Background: an optimization exercise with open tools, aiming at small area, a short achievable clock period and few clock cycles. Do not read the settings as production practice. No run shown here included a check of the RTL's function; only the layout flow was run. Power figures rest on the tool's default switching activity, not on a simulated workload.

==> flow/design.v <==
module crc16_step (
    input  wire [15:0] c,
    input  wire [7:0]  b,
    output reg  [15:0] r
);
    integer j;
    always @(*) begin
        r = c ^ {8'h00, b};
        for (j = 0; j < 8; j = j + 1)
            r = r[0] ? ((r >> 1) ^ 16'hA001) : (r >> 1);
    end
endmodule
module crc16mb (
    input  wire        clk,
    input  wire        rst,         
    input  wire        swap_en,     
    input  wire        zp_guard,    
    input  wire        cmd_valid,
    output wire        cmd_ready,
    input  wire [11:0] cmd,
    output reg         rsp_valid,
    output reg  [3:0]  rsp_st,
    output reg  [31:0] rsp_dout
);
    localparam [3:0] ST_OK       = 4'd0,
                     ST_CRCMIS   = 4'd1,
                     ST_BADVAL   = 4'd2,
                     ST_SHORT    = 4'd3,
                     ST_NOTVAL   = 4'd4,
                     ST_OVF      = 4'd5,
                     ST_NORD     = 4'd6,
                     ST_ILLEGAL  = 4'd7;
    localparam [3:0] OP_CRC_INIT = 4'h1,
                     OP_CRC_UPD  = 4'h2,
                     OP_CRC_FIN  = 4'h3,
                     OP_TBL      = 4'h4,
                     OP_QRY      = 4'h5,
                     OP_FRM_CLR  = 4'h6,
                     OP_FRM_PUSH = 4'h7,
                     OP_FRM_SFX  = 4'h8,
                     OP_FRM_VAL  = 4'h9,
                     OP_FRM_DEC  = 4'hA,
                     OP_RD       = 4'hB;
    reg [15:0] crc;
    reg [15:0] crcout;
    reg [8:0]  len;
    reg        crcok, rvalid, ovf, divz;
    reg [15:0] rcrc;               
    reg [7:0]  lb1, lb0;           
    reg [15:0] f_v, f_f, f_pf, f_al;
    reg [31:0] f_i, f_p, f_e;      
    reg        swq, zpq;
    reg        rst_q;              
    reg        vq;                 
    reg [11:0] cq;
    reg        ready_r;
    reg [1:0]  sph;                
    reg        dec_pend;           
    assign cmd_ready = ready_r;
    wire [3:0] op  = cq[11:8];
    wire [7:0] arg = cq[7:0];
    function illegal_word(input [11:0] w);
        case (w[11:8])
            OP_CRC_INIT, OP_CRC_FIN, OP_FRM_CLR,
            OP_FRM_SFX, OP_FRM_VAL, OP_FRM_DEC: illegal_word = (w[7:0] != 8'd0);
            OP_CRC_UPD, OP_TBL, OP_FRM_PUSH:    illegal_word = 1'b0;
            OP_QRY:                             illegal_word = (w[7:0] > 8'd7);
            OP_RD:                              illegal_word = (w[7:0] > 8'd10);
            default:                            illegal_word = 1'b1;
        endcase
    endfunction
    reg  xq;                       
    wire illegal = !xq;
    reg  [3:0]         gk;         
    reg  [3:0]         gdi, gdp;   
    reg  [21:0]        gms, gmc;   
    reg  [3:0]         gdp2;       
    reg  [21:0]        ga1, ga2;
    wire               gdone = (gk == 4'd10);
    wire [3:0]  i_dig = f_i[{gk[2:0], 2'b00} +: 4];
    wire [3:0]  p_dig = f_p[{gk[2:0], 2'b00} +: 4];
    wire [12:0] g_lo = (gdp == 4'd0) ? 13'd0 :
                         (gdp == 4'd1) ? 13'd500 :
                         (gdp == 4'd2) ? 13'd1000 :
                         (gdp == 4'd3) ? 13'd1500 :
                         (gdp == 4'd4) ? 13'd2000 :
                         (gdp == 4'd5) ? 13'd2500 :
                         (gdp == 4'd6) ? 13'd3000 :
                         (gdp == 4'd7) ? 13'd3500 :
                         (gdp == 4'd8) ? 13'd4000 :
                         (gdp == 4'd9) ? 13'd4500 :
                         (gdp == 4'd10) ? 13'd5000 :
                         (gdp == 4'd11) ? 13'd5500 :
                         (gdp == 4'd12) ? 13'd6000 :
                         (gdp == 4'd13) ? 13'd6500 :
                         (gdp == 4'd14) ? 13'd7000 : 13'd7500;
    wire [13:0] g_k  = (gdp2 == 4'd0) ? 14'd0 :
                         (gdp2 == 4'd1) ? 14'd1000 :
                         (gdp2 == 4'd2) ? 14'd2000 :
                         (gdp2 == 4'd3) ? 14'd3000 :
                         (gdp2 == 4'd4) ? 14'd4000 :
                         (gdp2 == 4'd5) ? 14'd5000 :
                         (gdp2 == 4'd6) ? 14'd6000 :
                         (gdp2 == 4'd7) ? 14'd7000 :
                         (gdp2 == 4'd8) ? 14'd8000 :
                         (gdp2 == 4'd9) ? 14'd9000 :
                         (gdp2 == 4'd10) ? 14'd10000 :
                         (gdp2 == 4'd11) ? 14'd11000 :
                         (gdp2 == 4'd12) ? 14'd12000 :
                         (gdp2 == 4'd13) ? 14'd13000 :
                         (gdp2 == 4'd14) ? 14'd14000 : 14'd15000;
    wire [21:0] mr0 = {6'd0, f_v & {16{gdi[0]}}};
    wire [21:0] mr1 = {5'd0, f_v & {16{gdi[1]}}, 1'b0};
    wire [21:0] mr2 = {4'd0, f_v & {16{gdi[2]}}, 2'b0};
    wire [21:0] mr3 = {3'd0, f_v & {16{gdi[3]}}, 3'b0};
    wire [21:0] mlo = ~{9'd0, g_lo};
    wire [21:0] m1s = mr0 ^ mr1 ^ mr2;
    wire [21:0] m1c = {(mr0 & mr1) | (mr0 & mr2) | (mr1 & mr2), 1'b0};
    wire [21:0] m2s = m1s ^ m1c ^ mr3;
    wire [21:0] m2c = {(m1s & m1c) | (m1s & mr3) | (m1c & mr3), 1'b1};
    wire [21:0] m3s = m2s ^ m2c ^ mlo;
    wire [21:0] m3c = {(m2s & m2c) | (m2s & mlo) | (m2c & mlo), 1'b0};
    wire [21:0] ga1_in = {{4{ga1[21]}}, ga1[21:4]};
    wire [21:0] ga2_in = {{4{ga2[21]}}, ga2[21:4]};
    wire [21:0] a1s = ga1_in ^ gms ^ gmc;
    wire [21:0] a1c = {(ga1_in & gms) | (ga1_in & gmc) | (gms & gmc), 1'b0};
    wire [21:0] a2x = ~gms, a2y = ~gmc, a2w = {8'd0, g_k};
    wire [21:0] a2s = ga2_in ^ a2x ^ a2y;
    wire [21:0] a2c = {(ga2_in & a2x) | (ga2_in & a2y) | (a2x & a2y), 1'b1};
    wire [21:0] a2t = a2s ^ a2c ^ a2w;
    wire [21:0] a2u = {(a2s & a2c) | (a2s & a2w) | (a2c & a2w), 1'b1};
    wire        gate_ok = !ga1[21] && !ga2[21];
    wire        p_zero  = (f_p == 32'd0);
    wire        gclr = rst_q || len < 9'd13;
    always @(posedge clk) begin
        if (gclr)
            gk <= 4'd0;
        else if (!gdone)
            gk <= gk + 4'd1;
        if (gclr || gk[3]) begin
            gdi <= 4'd0;
            gdp <= 4'd0;
        end else begin
            gdi <= i_dig;
            gdp <= p_dig;
        end
        gms  <= m3s;
        gmc  <= m3c;
        gdp2 <= gdp;
        if (gclr) begin
            ga1 <= 22'd0;
            ga2 <= 22'd0;
        end else begin
            ga1 <= a1s + a1c;
            ga2 <= a2t + a2u;
        end
    end
    wire [15:0] upd_val;                    
    crc16_step u_upd (.c(op == OP_TBL ? 16'h0000 : crc), .b(arg), .r(upd_val));
    wire [15:0] buf_step;                   
    crc16_step u_buf (.c(rcrc), .b(lb1), .r(buf_step));
    wire exec_op  = xq;
    wire is_push  = exec_op && op == OP_FRM_PUSH;
    wire is_sfx   = exec_op && op == OP_FRM_SFX;
    wire is_dec   = exec_op && op == OP_FRM_DEC;
    wire len_full = len[8];                 
    wire len_ge2  = len[8:1] != 8'd0;
    wire sfx_ok   = !ovf && !(len[8] || len[7:0] == 8'hFF);    
    wire sfx_go   = is_sfx && sfx_ok;       
    wire dec_need = crcok && len >= 9'd25 && !p_zero;
    wire dec_new_wait = is_dec && dec_need && !gdone;
    wire dec_exec = (is_dec && !dec_new_wait) || (dec_pend && gdone);
    wire       push_wr = is_push && !len_full;
    wire       sfx_wr  = sph[1];            
    wire       wr      = push_wr || sfx_wr;
    wire [7:0] wbyte   = push_wr ? arg : (sph[0] ? lb0 : lb1);
    wire       wlow  = wr && len[8:5] == 4'd0;
    wire [4:0] wpos  = len[4:0];
    always @(posedge clk) begin
        if (wlow) begin
            case (wpos)
                5'd3:  f_v[15:8]  <= wbyte;
                5'd4:  f_v[7:0]   <= wbyte;
                5'd17: f_f[15:8]  <= wbyte;
                5'd18: f_f[7:0]   <= wbyte;
                5'd19: f_pf[15:8] <= wbyte;
                5'd20: f_pf[7:0]  <= wbyte;
                5'd21: f_al[15:8] <= wbyte;
                5'd22: f_al[7:0]  <= wbyte;
                default: ;
            endcase
            if (wpos == (swq ? 5'd7 : 5'd5))   f_i[31:24] <= wbyte;
            if (wpos == (swq ? 5'd8 : 5'd6))   f_i[23:16] <= wbyte;
            if (wpos == (swq ? 5'd5 : 5'd7))   f_i[15:8]  <= wbyte;
            if (wpos == (swq ? 5'd6 : 5'd8))   f_i[7:0]   <= wbyte;
            if (wpos == (swq ? 5'd11 : 5'd9))  f_p[31:24] <= wbyte;
            if (wpos == (swq ? 5'd12 : 5'd10)) f_p[23:16] <= wbyte;
            if (wpos == (swq ? 5'd9 : 5'd11))  f_p[15:8]  <= wbyte;
            if (wpos == (swq ? 5'd10 : 5'd12)) f_p[7:0]   <= wbyte;
            if (wpos == (swq ? 5'd15 : 5'd13)) f_e[31:24] <= wbyte;
            if (wpos == (swq ? 5'd16 : 5'd14)) f_e[23:16] <= wbyte;
            if (wpos == (swq ? 5'd13 : 5'd15)) f_e[15:8]  <= wbyte;
            if (wpos == (swq ? 5'd14 : 5'd16)) f_e[7:0]   <= wbyte;
        end
    end
    reg [7:0] qry_byte;
    always @(*) begin
        case (arg[2:0])
            3'd0: qry_byte = 8'h01;
            3'd1: qry_byte = 8'h04;
            3'd2: qry_byte = 8'h00;
            3'd3: qry_byte = 8'h00;
            3'd4: qry_byte = 8'h00;
            3'd5: qry_byte = 8'h0A;
            3'd6: qry_byte = 8'h70;
            default: qry_byte = 8'h0D;
        endcase
    end
    reg [31:0] fld_val;                     
    always @(*) begin
        case (arg[3:0])
            4'd4:    fld_val = {16'd0, f_v};
            4'd5:    fld_val = f_i;
            4'd6:    fld_val = f_p;
            4'd7:    fld_val = f_e;
            4'd8:    fld_val = {16'd0, f_f};
            4'd9:    fld_val = {16'd0, f_pf};
            default: fld_val = {16'd0, f_al};
        endcase
    end
    wire o_init = exec_op && op == OP_CRC_INIT;
    wire o_upd  = exec_op && op == OP_CRC_UPD;
    wire o_fin  = exec_op && op == OP_CRC_FIN;
    wire o_tbl  = exec_op && op == OP_TBL;
    wire o_qry  = exec_op && op == OP_QRY;
    wire o_clr  = exec_op && op == OP_FRM_CLR;
    wire o_val  = exec_op && op == OP_FRM_VAL;
    wire o_rd   = exec_op && op == OP_RD;
    wire val_ok = !ovf && len_ge2;
    wire val_go = o_val && val_ok;
    wire val_eq = lb1 == rcrc[7:0] && lb0 == rcrc[15:8];
    wire sph1   = sph == 2'd1;
    wire sph3   = sph == 2'd3;
    wire [15:0] crc_sw  = {crc[7:0], crc[15:8]};
    wire [15:0] rcrc_sw = {rcrc[7:0], rcrc[15:8]};
    wire [15:0] sfx_c   = (len == 9'd0) ? rcrc : buf_step;    
    wire [15:0] sfx_csw = {sfx_c[7:0], sfx_c[15:8]};
    wire [15:0] crc_d    = o_init ? 16'hFFFF : o_upd ? upd_val : sph1 ? sfx_c :
                           val_go ? rcrc : crc;
    wire [15:0] crcout_d = o_fin ? crc_sw : sph1 ? sfx_csw : val_go ? rcrc_sw : crcout;
    wire [8:0]  len_d    = o_clr ? 9'd0 : wr ? len + 9'd1 : len;
    wire sel_crc = o_init || o_upd || (o_rd && arg[3:0] == 4'd0);
    wire sel_cro = o_fin || val_go || sph3 || (o_rd && arg[3:0] == 4'd1);
    wire sel_len = is_push || (o_rd && arg[3:0] == 4'd2);
    wire sel_flg = o_rd && arg[3:0] == 4'd3;
    wire sel_fld = o_rd && arg[3:2] != 2'b00 && rvalid;
    wire [31:0] dout_d = ({32{sel_crc}} & {16'd0, crc_d}) |
                         ({32{sel_cro}} & {16'd0, crcout_d}) |
                         ({32{sel_len}} & {23'd0, len_d}) |
                         ({32{o_tbl}}   & {16'd0, upd_val}) |
                         ({32{o_qry}}   & {24'd0, qry_byte}) |
                         ({32{sel_flg}} & {28'd0, divz, ovf, rvalid, crcok}) |
                         ({32{sel_fld}} & fld_val);
    reg [3:0] st_d;
    always @(*) begin
        st_d = ST_OK;
        if (vq && !xq)
            st_d = ST_ILLEGAL;
        else if ((is_push && len_full) || (is_sfx && !sfx_ok) || (o_val && ovf))
            st_d = ST_OVF;
        else if (o_val && !len_ge2)
            st_d = ST_SHORT;
        else if (o_val && !val_eq)
            st_d = ST_CRCMIS;
        else if (o_rd && arg[3:2] != 2'b00 && !rvalid)
            st_d = ST_NORD;
        else if (dec_exec) begin
            if (!crcok)
                st_d = ST_NOTVAL;
            else if (len < 9'd25)
                st_d = ST_SHORT;
            else if (p_zero ? !zpq : !gate_ok)
                st_d = ST_BADVAL;
        end
    end
    wire        accept  = cmd_valid && ready_r;
    wire [3:0]  cmd_op  = cmd[11:8];
    always @(posedge clk) begin
        if (rst) begin
            vq        <= 1'b0;
            xq        <= 1'b0;
            ready_r   <= 1'b1;
            sph       <= 2'd0;
            dec_pend  <= 1'b0;
            rsp_valid <= 1'b0;
        end else begin
            vq <= accept;
            xq <= accept && !illegal_word(cmd);
            ready_r <= !((accept && cmd_op == OP_FRM_SFX) ||
                         (accept && cmd_op == OP_FRM_DEC && !gdone) ||
                         sfx_go || sph1 ||
                         dec_new_wait || (dec_pend && !gdone));
            rsp_valid <= (vq && !sfx_go && !dec_new_wait) || sph3 || (dec_pend && gdone);
            if (sfx_go)
                sph <= 2'd1;
            else if (sph != 2'd0)
                sph <= sph + 2'd1;
            if (dec_exec)
                dec_pend <= 1'b0;
            else if (dec_new_wait)
                dec_pend <= 1'b1;
        end
    end
    always @(posedge clk) begin
        rst_q    <= rst;
        swq      <= swap_en;
        zpq      <= zp_guard;
        cq       <= cmd;
        rsp_st   <= st_d;
        rsp_dout <= dout_d;
        crc    <= crc_d;
        crcout <= crcout_d;
        len    <= len_d;
        if (sfx_go) begin
            if (len_ge2)
                rcrc <= buf_step;
            lb1 <= lb0;
        end
        if (sph1) begin
            rcrc <= sfx_c;
            lb1  <= sfx_c[7:0];
            lb0  <= sfx_c[15:8];
        end
        if (o_clr) begin
            rcrc   <= 16'hFFFF;
            crcok  <= 1'b0;
            rvalid <= 1'b0;
            ovf    <= 1'b0;
        end
        if (is_push) begin
            crcok  <= 1'b0;
            rvalid <= 1'b0;
            if (len_full) begin
                ovf <= 1'b1;
            end else begin
                if (len_ge2)
                    rcrc <= buf_step;
                lb1 <= lb0;
                lb0 <= arg;
            end
        end
        if (is_sfx) begin
            crcok  <= 1'b0;
            rvalid <= 1'b0;
            if (!sfx_ok)
                ovf <= 1'b1;
        end
        if (o_val)
            crcok <= val_go && val_eq;
        if (dec_exec) begin
            divz   <= crcok && len >= 9'd25 && p_zero && !zpq;
            rvalid <= crcok && len >= 9'd25 && (p_zero ? zpq : gate_ok);
        end
        if (rst_q) begin
            crc    <= 16'hFFFF;
            crcout <= 16'hFFFF;
            len    <= 9'd0;
            rcrc   <= 16'hFFFF;
            crcok  <= 1'b0;
            rvalid <= 1'b0;
            ovf    <= 1'b0;
            divz   <= 1'b0;
        end
    end
endmodule
==> flow/flow/run.sh <==
#!/bin/bash
# Layout flow: the standard flow, except that the slow delay cells
# (clkdlybuf4s*, dlygate*, dlymetal*) are kept out of every step after
# synthesis, so port buffers and repair buffers are ordinary buffers.
# Synthesis is the standard one, run unchanged. Each step's full output
# goes to a log file of its own in this folder.
set -euo pipefail
bash standard.sh synth > synth.log 2>&1
DU=$(make -s -C "$FLOW_HOME" DESIGN_CONFIG="$PWD/config.mk" WORK_HOME="$PWD/orfs" print-DONT_USE_CELLS 2>/dev/null | sed -n 's/^DONT_USE_CELLS: //p')
for c in clkdlybuf4s15_1 clkdlybuf4s15_2 clkdlybuf4s18_1 clkdlybuf4s18_2 clkdlybuf4s25_1 \
         clkdlybuf4s25_2 clkdlybuf4s50_1 clkdlybuf4s50_2 dlygate4sd1_1 dlygate4sd2_1 \
         dlygate4sd3_1 dlymetal6s2s_1 dlymetal6s4s_1 dlymetal6s6s_1; do
  DU="$DU sky130_fd_sc_hd__$c"
done
bash standard.sh "DONT_USE_CELLS=$DU" floorplan > floorplan.log 2>&1
bash standard.sh "DONT_USE_CELLS=$DU" place > place.log 2>&1
bash standard.sh "DONT_USE_CELLS=$DU" cts > cts.log 2>&1
bash standard.sh "DONT_USE_CELLS=$DU" route > route.log 2>&1
bash standard.sh "DONT_USE_CELLS=$DU" finish > finish.log 2>&1
==> flow/standard.sh <==
#!/bin/bash
# synth_recipe.tcl (not shown) runs the flow's synth.tcl, then flattens the netlist and writes it again
# the make line also repeats each setting of config.mk as NAME=value (left out here)
make -C /OpenROAD-flow-scripts/flow DESIGN_CONFIG=/design/flow/config.mk WORK_HOME=/design/flow/orfs CLKGATE_MAP_FILE= SYNTH_SCRIPT=/design/flow/synth_recipe.tcl "${@:-finish}"
==> flow/config.mk <==
export PLATFORM = sky130hd
export DESIGN_NAME = crc16mb
export DESIGN_NICKNAME = crc16mb
export VERILOG_FILES = /design/flow/design.v
export SDC_FILE = /design/flow/constraint.sdc
export NUM_CORES = 8
export LEC_CHECK = 0
export CAP_MARGIN = 20
export CORE_MARGIN = 2
export CORE_UTILIZATION = 60
export PLACE_DENSITY = 0.7
export SLEW_MARGIN = 20
==> flow/constraint.sdc <==
create_clock -name core_clock -period 13.0 [get_ports {clk}]
set_input_delay 2.6000 -clock core_clock [delete_from_list [all_inputs] [get_ports {clk}]]
set_output_delay 2.6000 -clock core_clock [all_outputs]
set_load 0.01 [all_outputs]
==> results.tsv, run 1 <==
metric	value	unit
Synth-to-Final Area Change	9.68	%
Post-synth EDFFs	160	
DRT iter0 DRCs	1614	
CP Capture Type	flop	
num rows	67	
worst setup margin	9.06	ns
layout filler cell count	2547	
crit start category	flop	
Clock Sinks	383	
Power Density	171	nW/um^2
Yosys Warn Count	2	
final setup violating endpoints	0	
IO Pins	55	
fin crit period	3.94	ns
Final Max Slew Viols	0	
nets	2119	
Die W	188	um
TritonCTS Buffers	41	
Slew @ Worst Pin	1.26	ns
setup TNS	0	ns
routed length per instance	22.2	um
Reg clk slew, reported paths	0.07	ns
H-tree levels	2	
Setup WS pre-CTS	8.84	ns
distinct cell type count after synthesis	81	
Fin. Hold Viols	0	
Tcrit/Tclk final	30.3	%
DP Cell Count	2346	
DR pass1 iterations	7	
Final Power	3.82	mW
CTS tree	yes	
first-pass GRT wire length	83700	um
layout cells sized above 1	7.01	%
Cells after Synth	1907	
post-synthesis register bit count	383	
Initial Util	60.9	%
ys async rst share	0	%
WS Path Type	reg -> reg	
Worst Path Arrival	4.39	ns
die area	35400	um^2
crit path max fanout	17	
hold_buf cts	0	
Max VDD drop	0.185	mV
overall routed net length	53800	um
hold path depth	0	
clk buf depth	3	
setup repair bufs after CTS	0	
average size of a mapped cell	10.7	um^2
Vias	15072	
worst path required time	13.46	ns
vias in the first global route	14741	
Clock Skews	0.0384	ns
Post-CTS Resized	0	
# diodes	0	
worst hold path class	reg -> reg	
RSZ-0062 raised after global routing	false	
initial antenna violation count	0	
Max Cap Viol	0	
GRT overflow	0	
Total GRT Usage	30.7	%
GPL Wtd Cong	0.937	
Syn Nets	2085	
Antenna Nets Post-Route	0	
core area	33400	um^2
max frequency	254	MHz
Final Non-Filler Cells	2418	
Reg2Reg Depth	9	
IO Port Bufs	53	
vias per cell	6.23	
Slew HR	15.0	%
Hold Slack	0.461	ns
status	no timing/DRC/antenna violations	
Pleak	8.66	nW
Clock Tree Root	clkbuf_16	
Seq/Total Area, Yosys	45.5	%
Post-DP HPWL	38800	um
number of remaining DRC errors	0	
Synth Flop Type	dfxtp_1	
largest net degree at the start of global routing	44	
Die H	188	um
synthesized area	20400	um^2
Worst-Skew Late Latency	0.58	ns
-- report_power, final --
part           switching [mW]  total (mW)  internal [mW]
Combinational           0.598        1.02          0.422
Sequential              0.117        1.57           1.46
Clock                   0.494        1.22          0.728
-- layer usage --
layer | global-route usage (%) | vias to the layer above | part of all wire [%]
met2 | 46.5 | 686 | 44
met3 | 6.67 | 141 | 9.0
li1 | - | 6909 | -
met1 | 43.2 | 7336 | 43
met5 | 0 | - | 0
met4 | 12.3 | 0 | 3.8
-- metrics by stage --
step | util (%) | cell area [um^2]
floorplan | - | 20400
global placement | 62.5 | 20900
detailed placement | 62.5 | 20900
CTS | 66.8 | 22300
global route | 66.8 | 22300
finish | 66.8 | 22300
-- state kept, by name, indices dropped and copies added, names as in the netlist, 18 cells and up --
name      cells
ga1          18
f_p          32
rsp_dout     32
gmc          18
ga2          18
f_e          32
f_i          32
gms          19
-- path summary, 6_finish.rpt --
path / start / to / slack, ns
hold / removal: gdp[1]$_SDFF_PP0_ / gdp2[1]$_DFF_P_ / 0.46
hold reg to reg: gdp[1]$_SDFF_PP0_ / gdp2[1]$_DFF_P_ / 0.46
setup reg to reg: len[8]$_SDFF_PP0_ / rsp_dout[14]$_DFF_P_ / 9.06
setup / recovery: len[8]$_SDFF_PP0_ / rsp_dout[14]$_DFF_P_ / 9.06
-- cell families (layout without fill, tap and decap cells) --
logic type	after synthesis	after routing	share of synthesized area, %
compound gates	405	405	14.0
xor+xnor	94	94	4.46
fa+ha+maj	161	161	13.0
buf+inv	236	299	4.50
flops	383	383	45.5
mux	71	71	4.53
other cells	1	1	0.0184
simple gates	556	556	14.0
-- placed cells by master (no fill, tap or decap), types with 9 or more instances in the layout --
master | netlist | layout
or2_2 | 21 | 21
a31oi_1 | 17 | 17
xnor2_1 | 64 | 64
xor2_1 | 23 | 23
a22oi_1 | 50 | 50
nor3_1 | 45 | 44
nand3_1 | 36 | 36
ha_1 | 76 | 75
clkbuf_8 | 0 | 9
nor2b_1 | 13 | 13
or3_1 | 11 | 11
a21o_1 | 23 | 23
a21oi_1 | 95 | 93
edfxtp_1 | 160 | 160
mux2i_1 | 46 | 46
nor4_1 | 22 | 21
mux2_2 | 9 | 9
inv_1 | 138 | 138
nand2b_1 | 39 | 39
buf_1 | 4 | 82
o211ai_1 | 21 | 21
fa_1 | 85 | 85
and3_1 | 10 | 10
a211oi_1 | 9 | 9
mux4_2 | 16 | 16
dfxtp_1 | 223 | 221
nand2_1 | 103 | 103
a222oi_1 | 35 | 35
clkbuf_16 | 0 | 42
a211o_1 | 19 | 19
nor2_1 | 155 | 152
and2_1 | 57 | 57
o21bai_1 | 10 | 10
o21ai_0 | 47 | 46
-- cell usage after synthesis (6+ instances only) --
master	n	area (um^2)
a211oi_1	9	67.6
o221ai_1	8	70.1
nand4_1	8	50.1
and3_1	10	62.6
clkbuf_1	83	312
o22ai_1	6	37.5
nor2b_1	13	81.3
or3_1	11	68.8
mux4_2	16	360
o21a_1	8	60.1
mux2_2	9	101
a21oi_1	95	475
and2_1	57	357
nand2_1	103	387
nand2b_1	39	244
o21bai_1	10	75.1
a21o_1	23	173
a211o_1	19	166
xnor2_1	64	561
fa_1	85	1700
o21ai_0	47	235
buf_2	6	30.0
nor4_1	22	138
a21boi_0	6	45.0
ha_1	76	951
or2_2	21	131
nand3b_1	8	60.1
edfxtp_1	160	4800
nand3_1	36	180
xor2_1	23	201
dfxtp_1	223	4460
a22oi_1	50	375
nor2_1	155	582
a222oi_1	35	350
inv_1	138	518
nor3_1	45	225
a31oi_1	17	106
o211ai_1	21	158
mux2i_1	46	460
-- final cells by class --
type	instances	area (um^2)	area share (%)
clock buffer	58	1200	5.38
clock inverter	14	221	0.991
inverter	138	518	2.32
multi-input combinational	1288	10200	45.7
sequential	383	9270	41.5
tap	448	561	2.51
timing repair buffer	89	349	1.56
-- worst max-delay path: stages (launching register included) --
cell	delay (ns)
dfxtp_1	0.38
or4_4	0.57
nor4b_4	0.34
or3_1	0.66
buf_1	0.88
mux2i_1	0.27
o211ai_1	0.10
o21a_1	0.17
a222oi_1	0.35
nand2_1	0.08
==> inputs of run 2 (changes only) <==
--- a/flow/flow/run.sh
+++ b/flow/flow/run.sh
@@ -1,6 +1,6 @@
 #!/bin/bash
 # Layout flow: the standard flow, except that the slow delay cells
-# (clkdlybuf4s*, dlygate*, dlymetal*) are kept out of every step after
+# (clkdlybuf4s*, dlygate*, dlymetal*) and the weakest buffers (buf_1, clkbuf_1) are kept out of every step after
 # synthesis, so port buffers and repair buffers are ordinary buffers.
 # Synthesis is the standard one, run unchanged. Each step's full output
 # goes to a log file of its own in this folder.
@@ -9,7 +9,7 @@
 DU=$(make -s -C "$FLOW_HOME" DESIGN_CONFIG="$PWD/config.mk" WORK_HOME="$PWD/orfs" print-DONT_USE_CELLS 2>/dev/null | sed -n 's/^DONT_USE_CELLS: //p')
 for c in clkdlybuf4s15_1 clkdlybuf4s15_2 clkdlybuf4s18_1 clkdlybuf4s18_2 clkdlybuf4s25_1 \
          clkdlybuf4s25_2 clkdlybuf4s50_1 clkdlybuf4s50_2 dlygate4sd1_1 dlygate4sd2_1 \
-         dlygate4sd3_1 dlymetal6s2s_1 dlymetal6s4s_1 dlymetal6s6s_1; do
+         dlygate4sd3_1 dlymetal6s2s_1 dlymetal6s4s_1 dlymetal6s6s_1 buf_1 clkbuf_1; do
   DU="$DU sky130_fd_sc_hd__$c"
 done
 bash standard.sh "DONT_USE_CELLS=$DU" floorplan > floorplan.log 2>&1
--- a/flow/config.mk
+++ b/flow/config.mk
@@ -5,8 +5,8 @@
 export SDC_FILE = /design/flow/constraint.sdc
 export NUM_CORES = 8
 export LEC_CHECK = 0
-export CAP_MARGIN = 20
+export CAP_MARGIN = 60
 export CORE_MARGIN = 2
 export CORE_UTILIZATION = 60
 export PLACE_DENSITY = 0.7
-export SLEW_MARGIN = 20
+export SLEW_MARGIN = 60
==> results.tsv, run 2 <==
metric	value	unit
Post-DP HPWL	38400	um
ys async rst share	0	%
max frequency	263	MHz
Vias	15161	
Total GRT Usage	30.5	%
IO Port Bufs	53	
Final Power	3.81	mW
Pleak	9.08	nW
distinct cell type count after synthesis	81	
Slew @ Worst Pin	0.618	ns
CTS tree	yes	
Clock power frac	32.0	%
num rows	67	
post-synthesis register bit count	383	
IO Pins	55	
GPL Wtd Cong	0.941	
Syn Nets	2085	
core area	33400	um^2
Tcrit/Tclk final	29.2	%
CP Capture Type	flop	
routed length per instance	22.1	um
largest net degree at the start of global routing	45	
Slew HR	58.7	%
worst setup margin	9.20	ns
share of the synthesized area in the top cell type	23.6	%
Post-DP Area	21200	um^2
Cells after Synth	1907	
top cells by area, synth	edfxtp_1, dfxtp_1, fa_1, ha_1, nor2_1	
Seq/Total Area, Yosys	45.5	%
Power Density	168	nW/um^2
final setup violating endpoints	0	
P_int	2.62	mW
status	no timing/DRC/antenna violations	
share of power burned in combinational logic	26.7	%
die area	35400	um^2
Reg2Reg Depth	14	
RSZ-0062 raised after global routing	false	
fin crit period	3.80	ns
# diodes	0	
most frequent cells after synthesis	dfxtp_1, edfxtp_1, nor2_1	
commonest non-fill, non-tap cell in the layout	dfxtp_1	
layout cells sized above 1	14.0	%
clk buf depth	3	
hold path depth	0	
Post-CTS Resized	0	
overall routed net length	53700	um
Synth-to-Final Area Change	11.4	%
Die H	188	um
crit path max fanout	5	
DR pass1 iterations	7	
hold_buf cts	0	
DRT iter0 DRCs	1609	
crit start category	flop	
GRT overflow	0	
Worst-Skew Late Latency	0.57	ns
leading area contributor after synthesis	edfxtp_1	
worst hold path class	reg -> reg	
DP Cell Count	2349	
Synth Flop Type	dfxtp_1	
most frequent cells in the layout	dfxtp_1, edfxtp_1, nor2_1	
vias in the first global route	14917	
number of remaining DRC errors	0	
Yosys Warn Count	2	
TritonCTS Buffers	43	
initial antenna violation count	0	
Seq pwr share	41.3	%
Die W	188	um
setup repair bufs after CTS	0	
Max VDD drop	0.180	mV
Fin. Hold Viols	0	
Max Cap Viol	0	
Post-synth EDFFs	160	
Final Instance Area	22700	um^2
synthesized area	20400	um^2
Clock Tree Root	clkbuf_16	
P_sw	1.20	mW
first-pass GRT wire length	83900	um
Worst Path Arrival	4.21	ns
Initial Util	60.9	%
Final Max Slew Viols	0	
nets	2127	
H-tree levels	2	
Antenna Nets Post-Route	0	
vias per cell	6.23	
average size of a mapped cell	10.7	um^2
setup TNS	0	ns
cell with the most instances after synthesis	dfxtp_1	
WS Path Type	reg -> reg	
Clock Sinks	383	
worst path required time	13.41	ns
Reg clk slew, reported paths	0.06	ns
Clock Skews	0.0240	ns
Final Non-Filler Cells	2432	
switch share	31.4	%
Setup WS pre-CTS	8.83	ns
==> run 2: cell counts after synthesis <==
No cell type changed its count.
==> run 2: worst paths after layout <==
kind / from / to / slack [ns]
max reg2reg: gms[4]$_DFF_P_ / ga2[21]$_SDFF_PP0_ / 9.20
min: gdp[0]$_SDFF_PP0_ / gdp2[0]$_DFF_P_ / 0.49
min reg2reg: gdp[0]$_SDFF_PP0_ / gdp2[0]$_DFF_P_ / 0.49
max: gms[4]$_DFF_P_ / ga2[21]$_SDFF_PP0_ / 9.20
==> run 2: final cells by class <==
type	instances	area (um^2)
Tap cell	448	561
Inverter	138	518
Clock inverter	18	179
Sequential cell	383	9280
Timing Repair Buffer	95	528
Clock buffer	62	1260
Multi-Input combinational cell	1288	10400
Fill cell	2539	10800
==> run 2: power by group through the flow <==
stage          clock (mW)  sequential (mW)  combinational [mW]
2_1_floorplan           0             1.54               0.742
3_3_place_gp            0             1.59               0.958
3_5_place_dp            0             1.59               0.980
4_1_cts              1.24             1.57               0.985
5_1_grt              1.28             1.58                1.10
6_report             1.22             1.57                1.02
==> run 2: kinds of logic after synthesis <==
kind of cell / Yosys count / synth area share [%]
simple gates: 556 / 14.0
other cells: 1 / 0.0184
compound gates: 405 / 14.0
buf+inv: 236 / 4.50
mux: 71 / 4.53
flops: 383 / 45.5
xor+xnor: 94 / 4.46
fa+ha+maj: 161 / 13.0
==> run 2: worst max-delay path: stages, from the launching register on <==
cell and delay, ns:
dfxtp_1 0.36, inv_1 0.07, fa_1 0.53, inv_1 0.05, fa_1 0.47, inv_1 0.04, ha_1 0.35, a21oi_1 0.20
o211ai_1 0.14, a31o_2 0.28, a31oi_1 0.43, o21ai_0 0.26, o21ai_0 0.26, xnor2_1 0.14, nor2_1 0.05
==> run 2: per-stage QoR <==
stage                     hold WS [ns]  utilization [%]
after floorplan                  0.329                -
after global placement           0.465             62.8
after detailed placement         0.467             63.2
after CTS                        0.477             67.5
after global routing             0.492             67.8
final                            0.486             67.8
==> run 2: metal layers <==
metal	GRT usage, %	wire [um]	vias up
met2	47.4	24100	743
met1	41.9	22400	7342
met4	10.6	1770	0
met5	0	0	-
li1	-	-	6946
met3	7.73	5420	130
==> inputs of run 3 (changes only) <==
==> flow/run.sh (new file) <==
#!/bin/bash
# synth_recipe.tcl (not shown) runs the flow's synth.tcl, then flattens the netlist and writes it again
# the make line also repeats each setting of config.mk as NAME=value (left out here)
make -C /OpenROAD-flow-scripts/flow DESIGN_CONFIG=/design/flow/config.mk WORK_HOME=/design/flow/orfs CLKGATE_MAP_FILE= SYNTH_SCRIPT=/design/flow/synth_recipe.tcl finish
--- a/flow/config.mk
+++ b/flow/config.mk
@@ -5,8 +5,8 @@
 export SDC_FILE = /design/flow/constraint.sdc
 export NUM_CORES = 8
 export LEC_CHECK = 0
-export CAP_MARGIN = 60
+export CAP_MARGIN = 20
 export CORE_MARGIN = 2
 export CORE_UTILIZATION = 60
 export PLACE_DENSITY = 0.7
-export SLEW_MARGIN = 60
+export SLEW_MARGIN = 20
removed: flow/flow/run.sh
removed: flow/standard.sh
==> results.tsv, run 3 <==
metric	value	unit
status	no timing/DRC/antenna violations	
DR pass1 iterations	8	
overall routed net length	53400	um
largest net degree at the start of global routing	70	
worst path cell trace	clkdlybuf4s50_1	
average size of a mapped cell	10.7	um^2
Initial Util	60.9	%
distinct cell type count after synthesis	81	
num rows	67	
Synth-to-Final Area Change	12.3	%
most frequent cells in the layout	dfxtp_1, edfxtp_1, nor2_1	
Syn Nets	2085	
GRT overflow	0	
RSZ-0062 raised after global routing	false	
vias per cell	6.20	
layout cells sized above 1	8.86	%
Post-DP HPWL	37600	um
IO Pins	55	
crit path max fanout	1	
RR Startpoint	gms[4]$_DFF_P_	
Post-CTS Resized	0	
commonest non-fill, non-tap cell in the layout	dfxtp_1	
GPL Wtd Cong	0.916	
CP max stage delay	0.53	ns
routed length per instance	22.0	um
Total GRT Usage	30.5	%
Final Non-Filler Cells	2424	
Worst Path Arrival	1.46	ns
setup repair bufs after CTS	0	
fin crit period	4.06	ns
clk buf depth	3	
Crit path buffers/inverters	1	
H-tree levels	2	
number of remaining DRC errors	0	
Reg clk slew, reported paths	0.06	ns
Max Cap Viol	0	
number of cells on the critical path	1	
Pleak	8.95	nW
Worst path slowest cell	clkdlybuf4s50_1	
Clock Sinks	383	
setup TNS	0	ns
top cells by area, synth	edfxtp_1, dfxtp_1, fa_1, ha_1, nor2_1	
core area	33400	um^2
hold_buf cts	0	
worst hold path class	reg -> reg	
Clock Skews	0.0421	ns
Max VDD drop	0.145	mV
ys async rst share	0	%
Seq/Total Area, Yosys	45.5	%
Crit path max-delay family	buffers and inverters	
die area	35400	um^2
Die W	188	um
crit start category	flop	
Yosys Warn Count	2	
crit path from	rsp_dout[28]$_DFF_P_	
vias in the first global route	14631	
Cells after Synth	1907	
initial antenna violation count	1	
Slew @ Worst Pin	1.18	ns
Worst-Skew Late Latency	0.60	ns
Critical R2R Capture	ga2[21]$_SDFF_PP0_	
Reg2Reg Depth	14	
Clock Tree Root	clkbuf_16	
Fin. Hold Viols	0	
Synth Flop Type	dfxtp_1	
Worst R2R Setup Slack	9.24	ns
Vias	15023	
TritonCTS Buffers	42	
CTS tree	yes	
Power Density	168	nW/um^2
CP Capture Type	output port	
worst path required time	10.40	ns
final setup violating endpoints	0	
cell with the most instances after synthesis	dfxtp_1	
Slew HR	20.9	%
DP Cell Count	2346	
DRT iter0 DRCs	1782	
Final Max Slew Viols	0	
share of the synthesized area in the top cell type	23.6	%
Antenna Nets Post-Route	0	
first-pass GRT wire length	83300	um
nets	2120	
most frequent cells after synthesis	dfxtp_1, edfxtp_1, nor2_1	
max frequency	246	MHz
IO Port Bufs	53	
leading area contributor after synthesis	edfxtp_1	
post-synthesis register bit count	383	
Setup crit end	rsp_dout[28]	
Tcrit/Tclk final	31.2	%
WS Path Type	reg -> out	
Die H	188	um
synthesized area	20400	um^2
Post-synth EDFFs	160	
[run 3: cell families (layout without fill, tap and decap cells)]
| group | count (synthesis) | in the layout | share of synthesized area [%] |
|---|---|---|---|
| adders and majority gates | 161 | 161 | 13.0 |
| DFF | 383 | 383 | 45.5 |
| muxes | 71 | 71 | 4.53 |
| xor gates and xnor gates | 94 | 94 | 4.46 |
| other | 1 | 2 | 0.0184 |
| buffers and inverters | 236 | 304 | 4.50 |
| and+or+nand+nor | 556 | 556 | 14.0 |
| AOI/OAI and AO/OA | 405 | 405 | 14.0 |
[run 3: stage by stage]
stage | power, mW | worst slack [ns] | hold slack, ns | utilization (%) | cell area [um^2]
3_5_place_dp | 2.58 | 8.48 | 0.448 | 63.9 | 21400
5_1_grt | 4.01 | 8.89 | 0.474 | 68.4 | 22900
3_3_place_gp | 2.56 | 8.51 | 0.444 | 63.9 | 21400
4_1_cts | 3.85 | 8.91 | 0.462 | 68.4 | 22900
6_report | 3.85 | 8.94 | 0.459 | 68.4 | 22900
2_1_floorplan | 2.28 | 9.09 | 0.329 | - | 20400
[run 3: cell type report]
class	instances	area, um^2
multi-input combinational	1288	10200
clock inverter	19	287
inverter	138	518
sequential	383	9270
tap	448	561
clock buffer	58	1210
timing repair buffer	89	801
antenna	1	2.50
fill	2486	10600
[run 3: worst min path at each step]
stage	endpoint	slack (ns)	cells past startpoint	startpoint
floorplan	gdp2[2]$_DFF_P_	0.33	0	gdp[2]$_SDFF_PP0_
global placement	gdp2[1]$_DFF_P_	0.44	0	gdp[1]$_SDFF_PP0_
detailed placement	gdp2[1]$_DFF_P_	0.45	0	gdp[1]$_SDFF_PP0_
CTS	gdp2[1]$_DFF_P_	0.46	0	gdp[1]$_SDFF_PP0_
global route	gdp2[1]$_DFF_P_	0.47	0	gdp[1]$_SDFF_PP0_
finish	gdp2[1]$_DFF_P_	0.46	0	gdp[1]$_SDFF_PP0_
[run 3: where the power goes]
group / switching (mW) / internal (mW) / total, mW
Clock: 0.503 / 0.759 / 1.26
Sequential: 0.115 / 1.45 / 1.57
Combinational: 0.581 / 0.441 / 1.02
[run 3: metal layers]
layer / vias to the layer above / routed length, um / track usage [%]
li1: 6917 / - / -
met3: 111 / 5130 / 6.78
met1: 7293 / 22600 / 43.3
met4: 0 / 1560 / 10.1
met5: - / 0 / 0
met2: 702 / 24100 / 46.7
==> inputs of run 4 (changes only) <==
--- a/flow/design.v
+++ b/flow/design.v
@@ -44,6 +44,7 @@
     reg [15:0] crc;
     reg [15:0] crcout;
     reg [8:0]  len;
+    reg        l_zero, l_ge2, l_lt13, l_ge25, l_lt32, l_le254, l_full;
     reg        crcok, rvalid, ovf, divz;
     reg [15:0] rcrc;               
     reg [7:0]  lb1, lb0;           
@@ -70,6 +71,8 @@
         endcase
     endfunction
     reg  xq;                       
+    reg  d_init, d_upd, d_fin, d_tbl, d_qry, d_clr, d_push, d_sfx, d_val, d_dec;
+    reg  d_rd0, d_rd1, d_rd2, d_rd3, d_rdf;    
     wire illegal = !xq;
     reg  [3:0]         gk;         
     reg  [3:0]         gdi, gdp;   
@@ -131,7 +134,7 @@
     wire [21:0] a2u = {(a2s & a2c) | (a2s & a2w) | (a2c & a2w), 1'b1};
     wire        gate_ok = !ga1[21] && !ga2[21];
     wire        p_zero  = (f_p == 32'd0);
-    wire        gclr = rst_q || len < 9'd13;
+    wire        gclr = rst_q || l_lt13;
     always @(posedge clk) begin
         if (gclr)
             gk <= 4'd0;
@@ -156,25 +159,25 @@
         end
     end
     wire [15:0] upd_val;                    
-    crc16_step u_upd (.c(op == OP_TBL ? 16'h0000 : crc), .b(arg), .r(upd_val));
+    crc16_step u_upd (.c(d_tbl ? 16'h0000 : crc), .b(arg), .r(upd_val));
     wire [15:0] buf_step;                   
     crc16_step u_buf (.c(rcrc), .b(lb1), .r(buf_step));
     wire exec_op  = xq;
-    wire is_push  = exec_op && op == OP_FRM_PUSH;
-    wire is_sfx   = exec_op && op == OP_FRM_SFX;
-    wire is_dec   = exec_op && op == OP_FRM_DEC;
-    wire len_full = len[8];                 
-    wire len_ge2  = len[8:1] != 8'd0;
-    wire sfx_ok   = !ovf && !(len[8] || len[7:0] == 8'hFF);    
+    wire is_push  = xq && d_push;
+    wire is_sfx   = xq && d_sfx;
+    wire is_dec   = xq && d_dec;
+    wire len_full = l_full;
+    wire len_ge2  = l_ge2;
+    wire sfx_ok   = !ovf && l_le254;
     wire sfx_go   = is_sfx && sfx_ok;       
-    wire dec_need = crcok && len >= 9'd25 && !p_zero;
+    wire dec_need = crcok && l_ge25 && !p_zero;
     wire dec_new_wait = is_dec && dec_need && !gdone;
     wire dec_exec = (is_dec && !dec_new_wait) || (dec_pend && gdone);
     wire       push_wr = is_push && !len_full;
     wire       sfx_wr  = sph[1];            
     wire       wr      = push_wr || sfx_wr;
-    wire [7:0] wbyte   = push_wr ? arg : (sph[0] ? lb0 : lb1);
-    wire       wlow  = wr && len[8:5] == 4'd0;
+    wire [7:0] wbyte   = !sph[1] ? arg : (sph[0] ? lb0 : lb1);
+    wire       wlow  = wr && l_lt32;
     wire [4:0] wpos  = len[4:0];
     always @(posedge clk) begin
         if (wlow) begin
@@ -228,14 +231,10 @@
             default: fld_val = {16'd0, f_al};
         endcase
     end
-    wire o_init = exec_op && op == OP_CRC_INIT;
-    wire o_upd  = exec_op && op == OP_CRC_UPD;
-    wire o_fin  = exec_op && op == OP_CRC_FIN;
-    wire o_tbl  = exec_op && op == OP_TBL;
-    wire o_qry  = exec_op && op == OP_QRY;
-    wire o_clr  = exec_op && op == OP_FRM_CLR;
-    wire o_val  = exec_op && op == OP_FRM_VAL;
-    wire o_rd   = exec_op && op == OP_RD;
+    wire o_init = xq && d_init, o_upd = xq && d_upd, o_fin = xq && d_fin;
+    wire o_tbl  = xq && d_tbl, o_qry = xq && d_qry, o_clr = xq && d_clr, o_val = xq && d_val;
+    wire o_rd0  = xq && d_rd0, o_rd1 = xq && d_rd1, o_rd2 = xq && d_rd2, o_rd3 = xq && d_rd3;
+    wire o_rdf  = xq && d_rdf;
     wire val_ok = !ovf && len_ge2;
     wire val_go = o_val && val_ok;
     wire val_eq = lb1 == rcrc[7:0] && lb0 == rcrc[15:8];
@@ -243,17 +242,17 @@
     wire sph3   = sph == 2'd3;
     wire [15:0] crc_sw  = {crc[7:0], crc[15:8]};
     wire [15:0] rcrc_sw = {rcrc[7:0], rcrc[15:8]};
-    wire [15:0] sfx_c   = (len == 9'd0) ? rcrc : buf_step;    
+    wire [15:0] sfx_c   = l_zero ? rcrc : buf_step;    
     wire [15:0] sfx_csw = {sfx_c[7:0], sfx_c[15:8]};
     wire [15:0] crc_d    = o_init ? 16'hFFFF : o_upd ? upd_val : sph1 ? sfx_c :
                            val_go ? rcrc : crc;
     wire [15:0] crcout_d = o_fin ? crc_sw : sph1 ? sfx_csw : val_go ? rcrc_sw : crcout;
     wire [8:0]  len_d    = o_clr ? 9'd0 : wr ? len + 9'd1 : len;
-    wire sel_crc = o_init || o_upd || (o_rd && arg[3:0] == 4'd0);
-    wire sel_cro = o_fin || val_go || sph3 || (o_rd && arg[3:0] == 4'd1);
-    wire sel_len = is_push || (o_rd && arg[3:0] == 4'd2);
-    wire sel_flg = o_rd && arg[3:0] == 4'd3;
-    wire sel_fld = o_rd && arg[3:2] != 2'b00 && rvalid;
+    wire sel_crc = o_init || o_upd || o_rd0;
+    wire sel_cro = o_fin || val_go || sph3 || o_rd1;
+    wire sel_len = is_push || o_rd2;
+    wire sel_flg = o_rd3;
+    wire sel_fld = o_rdf && rvalid;
     wire [31:0] dout_d = ({32{sel_crc}} & {16'd0, crc_d}) |
                          ({32{sel_cro}} & {16'd0, crcout_d}) |
                          ({32{sel_len}} & {23'd0, len_d}) |
@@ -272,12 +271,12 @@
             st_d = ST_SHORT;
         else if (o_val && !val_eq)
             st_d = ST_CRCMIS;
-        else if (o_rd && arg[3:2] != 2'b00 && !rvalid)
+        else if (o_rdf && !rvalid)
             st_d = ST_NORD;
         else if (dec_exec) begin
             if (!crcok)
                 st_d = ST_NOTVAL;
-            else if (len < 9'd25)
+            else if (!l_ge25)
                 st_d = ST_SHORT;
             else if (p_zero ? !zpq : !gate_ok)
                 st_d = ST_BADVAL;
@@ -313,6 +312,21 @@
     end
     always @(posedge clk) begin
         rst_q    <= rst;
+        d_init <= cmd_op == OP_CRC_INIT;
+        d_upd  <= cmd_op == OP_CRC_UPD;
+        d_fin  <= cmd_op == OP_CRC_FIN;
+        d_tbl  <= cmd_op == OP_TBL;
+        d_qry  <= cmd_op == OP_QRY;
+        d_clr  <= cmd_op == OP_FRM_CLR;
+        d_push <= cmd_op == OP_FRM_PUSH;
+        d_sfx  <= cmd_op == OP_FRM_SFX;
+        d_val  <= cmd_op == OP_FRM_VAL;
+        d_dec  <= cmd_op == OP_FRM_DEC;
+        d_rd0  <= cmd_op == OP_RD && cmd[3:0] == 4'd0;
+        d_rd1  <= cmd_op == OP_RD && cmd[3:0] == 4'd1;
+        d_rd2  <= cmd_op == OP_RD && cmd[3:0] == 4'd2;
+        d_rd3  <= cmd_op == OP_RD && cmd[3:0] == 4'd3;
+        d_rdf  <= cmd_op == OP_RD && cmd[3:2] != 2'b00;
         swq      <= swap_en;
         zpq      <= zp_guard;
         cq       <= cmd;
@@ -321,6 +335,13 @@
         crc    <= crc_d;
         crcout <= crcout_d;
         len    <= len_d;
+        l_zero  <= len_d == 9'd0;
+        l_ge2   <= len_d >= 9'd2;
+        l_lt13  <= len_d < 9'd13;
+        l_ge25  <= len_d >= 9'd25;
+        l_lt32  <= len_d < 9'd32;
+        l_le254 <= len_d <= 9'd254;
+        l_full  <= len_d[8];
         if (sfx_go) begin
             if (len_ge2)
                 rcrc <= buf_step;
@@ -358,13 +379,14 @@
         if (o_val)
             crcok <= val_go && val_eq;
         if (dec_exec) begin
-            divz   <= crcok && len >= 9'd25 && p_zero && !zpq;
-            rvalid <= crcok && len >= 9'd25 && (p_zero ? zpq : gate_ok);
+            divz   <= crcok && l_ge25 && p_zero && !zpq;
+            rvalid <= crcok && l_ge25 && (p_zero ? zpq : gate_ok);
         end
         if (rst_q) begin
             crc    <= 16'hFFFF;
             crcout <= 16'hFFFF;
             len    <= 9'd0;
+            {l_zero, l_ge2, l_lt13, l_ge25, l_lt32, l_le254, l_full} <= 7'b1010110;
             rcrc   <= 16'hFFFF;
             crcok  <= 1'b0;
             rvalid <= 1'b0;
==> results.tsv, run 4 <==
metric	value	unit
Slew @ Worst Pin	1.09	ns
GRT overflow	0	
largest net degree at the start of global routing	72	
routed length per instance	22.3	um
GPL Wtd Cong	0.941	
Total GRT Usage	31.3	%
worst setup margin	8.95	ns
number of cells on the critical path	1	
Pleak	9.13	nW
vias in the first global route	15237	
IO Pins	55	
RSZ-0062 raised after global routing	false	
RR Startpoint	sph[1]$_SDFFE_PP0P_	
final setup violating endpoints	0	
Hold Slack	0.460	ns
Clock Sinks	400	
Antenna Nets Post-Route	0	
number of remaining DRC errors	0	
Clock Tree Root	clkbuf_16	
Fin. Hold Viols	0	
Crit path buffers/inverters	1	
Final Max Slew Viols	0	
max frequency	247	MHz
leading area contributor after synthesis	dfxtp_1	
TritonCTS Buffers	43	
CTS tree	yes	
Tcrit/Tclk final	31.2	%
most frequent cells after synthesis	dfxtp_1, edfxtp_1, inv_1, nor2_1, nand2_1	
num rows	68	
CP max stage delay	0.57	ns
Reg clk slew, reported paths	0.06	ns
WS Path Type	reg -> out	
CP Capture Type	output port	
post-synthesis register bit count	400	
top cells by area, synth	dfxtp_1, edfxtp_1, fa_1, ha_1, inv_1	
worst path cell trace	clkdlybuf4s50_1	
worst path required time	10.40	ns
core area	34400	um^2
Post-DP HPWL	39500	um
Setup WS pre-CTS	8.73	ns
H-tree levels	2	
Setup crit end	rsp_dout[1]	
DR pass1 iterations	8	
clk buf depth	3	
layout cells sized above 1	8.50	%
ys async rst share	0	%
Seq/Total Area, Yosys	46.1	%
Slew HR	27.5	%
Vias	15668	
Clock Skews	0.0232	ns
setup repair bufs after CTS	0	
Final Power	3.45	mW
Crit path max-delay family	buffers and inverters	
Syn Nets	2158	
Worst Path Arrival	1.45	ns
crit path from	rsp_dout[1]$_DFF_P_	
Die W	190	um
Worst path slowest cell	clkdlybuf4s50_1	
share of the synthesized area in the top cell type	23.0	%
setup TNS	0	ns
Synth-to-Final Area Change	11.8	%
IO Port Bufs	53	
Max Cap Viol	0	
Synth Flop Type	dfxtp_1	
status	no timing/DRC/antenna violations	
first-pass GRT wire length	86000	um
average size of a mapped cell	10.5	um^2
nets	2189	
die area	36300	um^2
Initial Util	60.7	%
crit path max fanout	1	
crit start category	flop	
Yosys Warn Count	2	
# diodes	0	
fin crit period	4.05	ns
Cells after Synth	1981	
Power Density	148	nW/um^2
Critical R2R Capture	rsp_dout[14]$_DFF_P_	
hold_buf cts	0	
Max VDD drop	0.220	mV
DRT iter0 DRCs	1741	
initial antenna violation count	4	
most frequent cells in the layout	dfxtp_1, edfxtp_1, inv_1	
worst hold path class	reg -> reg	
vias per cell	6.26	
synthesized area	20800	um^2
commonest non-fill, non-tap cell in the layout	dfxtp_1	
Post-CTS Resized	0	
distinct cell type count after synthesis	80	
Reg2Reg Depth	8	
Worst R2R Setup Slack	9.38	ns
Die H	190	um
Worst-Skew Late Latency	0.59	ns
Post-synth EDFFs	160	
overall routed net length	55900	um
cell with the most instances after synthesis	dfxtp_1	
-- run 4: cell count changes after synthesis, moves of 15 or more --
cell      delta
nand2_1     +33
a222oi_1    -19
and2_1      +17
dfxtp_1     +17
nand3_1     -17
a221oi_1    +16
mux2_2      +16
o21ai_0     +16
nand2b_1    -15
-- run 4: worst min path at each step --
stage	end	slack, ns	depth (start not counted)	from
6_report	gdp2[1]$_DFF_P_	0.46	0	gdp[1]$_SDFF_PP0_
5_1_grt	gdp2[1]$_DFF_P_	0.47	0	gdp[1]$_SDFF_PP0_
4_1_cts	gdp2[1]$_DFF_P_	0.46	0	gdp[1]$_SDFF_PP0_
3_5_place_dp	gdp2[1]$_DFF_P_	0.45	0	gdp[1]$_SDFF_PP0_
3_3_place_gp	gdp2[1]$_DFF_P_	0.44	0	gdp[1]$_SDFF_PP0_
2_1_floorplan	gdp2[2]$_DFF_P_	0.33	0	gdp[2]$_SDFF_PP0_
-- run 4: routing by layer --
metal | routed length [um] | vias to the layer above | share of wire (%) | global-route usage, %
met5 | 12 | - | 0.021 | 0
met4 | 2470 | 2 | 4.4 | 14.7
met3 | 5180 | 137 | 9.3 | 6.13
met2 | 26000 | 768 | 47 | 50.8
met1 | 22200 | 7604 | 40 | 40.7
li1 | - | 7157 | - | -
-- run 4: stage by stage --
| step | cell area, um^2 | util, % | cells |
|---|---|---|---|
| after floorplan | 20800 | - | 1981 |
| after global placement | 21800 | 63.5 | 2422 |
| after detailed placement | 21800 | 63.5 | 2422 |
| after CTS | 23300 | 67.8 | 2502 |
| after global routing | 23300 | 67.8 | 2502 |
| final | 23300 | 67.8 | 2502 |
-- run 4: cells by family (layout without fill, tap and decap cells) --
group	count (synthesis)	in the layout	share of synthesized area (%)
and+or+nand+nor	548	548	12.8
buffers and inverters	259	325	4.73
DFF	400	400	46.1
AOI/OAI and AO/OA	444	444	14.6
xor gates and xnor gates	95	95	4.45
adders and majority gates	160	160	12.7
other	1	1	0.0180
muxes	74	74	4.66
-- run 4: final cells by class --
type                            instances  area [um^2]
Clock buffer                           61         1260
Clock inverter                         19          214
Fill cell                            2630        11100
Inverter                              152          571
Multi-Input combinational cell       1322        10300
Sequential cell                       400         9610
Tap cell                              455          569
Timing Repair Buffer                   93          831
-- run 4: where the power goes --
group          total, mW  switching, mW  internal, mW
logic              0.726          0.384         0.343
clock network       1.26          0.514         0.743
registers           1.47         0.0947          1.37
==> inputs of run 5 (changes only) <==
==> flow/flow/run.sh (new file) <==
#!/bin/bash
# Layout flow: the standard flow, except that the slow delay cells
# (clkdlybuf4s*, dlygate*, dlymetal*) are kept out of every step after
# synthesis, so port buffers and repair buffers are ordinary buffers.
# Synthesis is the standard one, run unchanged. Each step's full output
# goes to a log file of its own in this folder.
set -euo pipefail
bash standard.sh synth > synth.log 2>&1
DU=$(make -s -C "$FLOW_HOME" DESIGN_CONFIG="$PWD/config.mk" WORK_HOME="$PWD/orfs" print-DONT_USE_CELLS 2>/dev/null | sed -n 's/^DONT_USE_CELLS: //p')
for c in clkdlybuf4s15_1 clkdlybuf4s15_2 clkdlybuf4s18_1 clkdlybuf4s18_2 clkdlybuf4s25_1 \
         clkdlybuf4s25_2 clkdlybuf4s50_1 clkdlybuf4s50_2 dlygate4sd1_1 dlygate4sd2_1 \
         dlygate4sd3_1 dlymetal6s2s_1 dlymetal6s4s_1 dlymetal6s6s_1; do
  DU="$DU sky130_fd_sc_hd__$c"
done
bash standard.sh "DONT_USE_CELLS=$DU" floorplan > floorplan.log 2>&1
bash standard.sh "DONT_USE_CELLS=$DU" place > place.log 2>&1
bash standard.sh "DONT_USE_CELLS=$DU" cts > cts.log 2>&1
bash standard.sh "DONT_USE_CELLS=$DU" route > route.log 2>&1
bash standard.sh "DONT_USE_CELLS=$DU" finish > finish.log 2>&1
==> flow/standard.sh (new file) <==
#!/bin/bash
# synth_recipe.tcl (not shown) runs the flow's synth.tcl, then flattens the netlist and writes it again
# the make line also repeats each setting of config.mk as NAME=value (left out here)
make -C /OpenROAD-flow-scripts/flow DESIGN_CONFIG=/design/flow/config.mk WORK_HOME=/design/flow/orfs CLKGATE_MAP_FILE= SYNTH_SCRIPT=/design/flow/synth_recipe.tcl "${@:-finish}"
removed: flow/run.sh
==> results.tsv, run 5 <==
metric	value	unit
num rows	68	
Post-DP Area	21300	um^2
Worst-Skew Late Latency	0.57	ns
P_int	2.53	mW
Max Cap Viol	0	
worst path cell trace	buf_1 -> nand4b_1 -> buf_1 -> mux2i_1 -> o211ai_1 -> o21ai_0 -> a21oi_1 -> a2111o_1	
initial antenna violation count	0	
Final Instance Area	22900	um^2
crit path max fanout	22	
Antenna Nets Post-Route	0	
Total GRT Usage	31.2	%
first-pass GRT wire length	87100	um
Vias	15656	
Critical R2R Capture	rsp_dout[8]$_DFF_P_	
Reg clk slew, reported paths	0.06	ns
final core occ	66.7	%
multiplexer share of the synthesized area	4.66	%
Syn Nets	2158	
RR Startpoint	xq$_SDFF_PP0_	
Slew @ Worst Pin	1.20	ns
adder-cell share of the synthesized area	12.7	%
Pleak	8.91	nW
RSZ-0062 raised after global routing	false	
Yosys Warn Count	2	
Setup WS pre-CTS	9.04	ns
Fin. Hold Viols	0	
Final Non-Filler Cells	2498	
WS Path Type	reg -> reg	
commonest non-fill, non-tap cell in the layout	dfxtp_1	
Synth Area in XOR/XNOR	4.45	%
combinational family with the most area after synthesis	compound AO/OA/AOI/OAI gates	
hold_buf cts	0	
Cells after Synth	1981	
Die H	190	um
CP max stage delay	0.82	ns
IO Port Bufs	53	
Hold Slack	0.456	ns
vias in the first global route	15611	
GPL Wtd Cong	0.950	
Clock Sinks	400	
cell with the most instances after synthesis	dfxtp_1	
share of power burned in combinational logic	20.1	%
number of cells on the critical path	8	
nets	2186	
Seq pwr share	42.0	%
switch share	28.1	%
clk buf depth	3	
distinct cell type count after synthesis	80	
Power Density	154	nW/um^2
TritonCTS Buffers	43	
average size of a mapped cell	10.5	um^2
CP Capture Type	flop	
number of remaining DRC errors	0	
Clock Skews	0.0228	ns
Seq/Total Area, Yosys	46.1	%
setup repair bufs after CTS	0	
Synth Flop Type	dfxtp_1	
post-synthesis register bit count	400	
crit path from	xq$_SDFF_PP0_	
compound-cell area share of the yosys netlist	14.6	%
largest net degree at the start of global routing	51	
routed length per instance	22.3	um
simple-gate portion of the synthesized area	12.8	%
layout cells sized above 1	6.90	%
worst hold path class	reg -> reg	
P_sw	0.991	mW
H-tree levels	2	
leading area contributor after synthesis	dfxtp_1	
Worst R2R Setup Slack	8.96	ns
fin crit period	4.04	ns
Post-CTS Resized	0	
IO Pins	55	
Crit path buffers/inverters	2	
Clock Tree Root	clkbuf_16	
ys async rst share	0	%
DP Cell Count	2418	
final setup violating endpoints	0	
Clock power frac	38.0	%
core area	34400	um^2
CTS tree	yes	
most frequent cells after synthesis	dfxtp_1, edfxtp_1, inv_1, nor2_1, nand2_1	
synthesized area	20800	um^2
DR pass1 iterations	6	
worst path required time	13.44	ns
most used cell, CP	buf_1	
Reg2Reg Depth	8	
Worst Path Arrival	4.48	ns
Tcrit/Tclk final	31.1	%
status	no timing/DRC/antenna violations	
share of the synthesized area in the top cell type	23.0	%
worst setup margin	8.96	ns
overall routed net length	55700	um
Synth-to-Final Area Change	9.96	%
Post-synth EDFFs	160	
# diodes	0	
DRT iter0 DRCs	1750	
setup TNS	0	ns
top cells by area, synth	dfxtp_1, edfxtp_1, fa_1, ha_1, inv_1	
most frequent cells in the layout	dfxtp_1, edfxtp_1, nor2_1	
Post-DP HPWL	40100	um
GRT overflow	0	
Final Power	3.52	mW
die area	36300	um^2
Die W	190	um
max frequency	248	MHz
vias per cell	6.27	
Max VDD drop	0.158	mV
Worst path slowest cell	nand4b_1	
Crit path max-delay family	buffers and inverters	
Initial Util	60.7	%
Setup crit end	rsp_dout[8]$_DFF_P_	
crit start category	flop	
Slew HR	20.2	%
Final Max Slew Viols	0	
[run 5: area by class of cell]
class | count | area, um^2
flip-flops and latches | 400 | 9610
multi-input cells | 1322 | 10300
fillers | 2702 | 11400
inverters | 152 | 571
repair buffers | 90 | 354
well taps | 455 | 569
clock buffers | 52 | 1170
clock inverters | 27 | 389
[run 5: worst register-to-register path: cells and delay by family (launching register included)]
kind                   cells  cell delay, ns
buffers and inverters      2            1.35
AND/OR/NAND/NOR            1            0.82
AO/OA/AOI/OAI              4            0.74
flip-flops                 1            0.73
multiplexers               1            0.29
[run 5: logic make-up after synthesis]
| family | after synthesis |
|---|---|
| other | 1 |
| buffers and inverters | 259 |
| DFF | 400 |
| xor gates and xnor gates | 95 |
| AOI/OAI and AO/OA | 444 |
| muxes | 74 |
| adders and majority gates | 160 |
| and+or+nand+nor | 548 |
[run 5: how the worst min path moves through the flow]
stage                      startpoint  cells past startpoint                 to
floorplan           gdp[2]$_SDFF_PP0_                      0    gdp2[2]$_DFF_P_
global placement    divz$_SDFFE_PP0P_                      2  divz$_SDFFE_PP0P_
detailed placement  gdp[3]$_SDFF_PP0_                      0    gdp2[3]$_DFF_P_
CTS                 gdp[3]$_SDFF_PP0_                      0    gdp2[3]$_DFF_P_
global route        gdp[3]$_SDFF_PP0_                      0    gdp2[3]$_DFF_P_
finish              gdp[3]$_SDFF_PP0_                      0    gdp2[3]$_DFF_P_
[run 5: metal layers]
metal	global-route usage, %	vias to the layer above	wire (um)
met1	41.0	7590	22400
met2	51.0	773	26200
li1	-	7137	-
met5	0	-	0
met4	13.2	0	2370
met3	5.65	156	4720
[run 5: power groups by stage]
stage / clock, mW / sequential [mW] / combinational [mW]
after floorplan: 0 / 1.45 / 0.566
after global routing: 1.40 / 1.48 / 0.762
after CTS: 1.35 / 1.47 / 0.692
after detailed placement: 0 / 1.50 / 0.686
final: 1.34 / 1.48 / 0.707
after global placement: 0 / 1.50 / 0.682

## re-timing with driven ports
The flow's constraints put no driver on any port. The routed layouts listed below were extracted and timed again, unchanged, in two steps.
Step 1: set_driving_cell puts a clkbuf_16 on clk and a buf_2 on each other input, an assumption about the parent block.
Step 2 times the ports against the registers' clock, not the clock port: input delays grow and output delays shrink by t, the midpoint of the rising clock arrivals with the driver on.
Three values: ideal, step 1, step 2; two values: the first two.
| run | t (ns) | setup WS [ns] | hold WS [ns] |
|---|---|---|---|
| run 1 | 0.615 | 9.064 / 9.064 / 8.823 | 0.461 / 0.461 / 0.461 |
| run 2 | 0.609 | 9.201 / 9.201 / 8.844 | 0.486 / 0.486 / 0.486 |
| run 3 | 0.629 | 8.939 / 8.886 / 8.457 | 0.459 / 0.459 / 0.459 |
| run 4 | 0.629 | 8.946 / 8.891 / 8.701 | 0.460 / 0.460 / 0.460 |
| run 5 | 0.610 | 8.963 / 8.963 / 8.963 | 0.456 / 0.456 / 0.456 |
After both steps setup and hold are still met in every run listed. For run 3, which loses most, drivers alone change the setup slack by -0.053 ns; drivers and shift together by -0.482 ns.
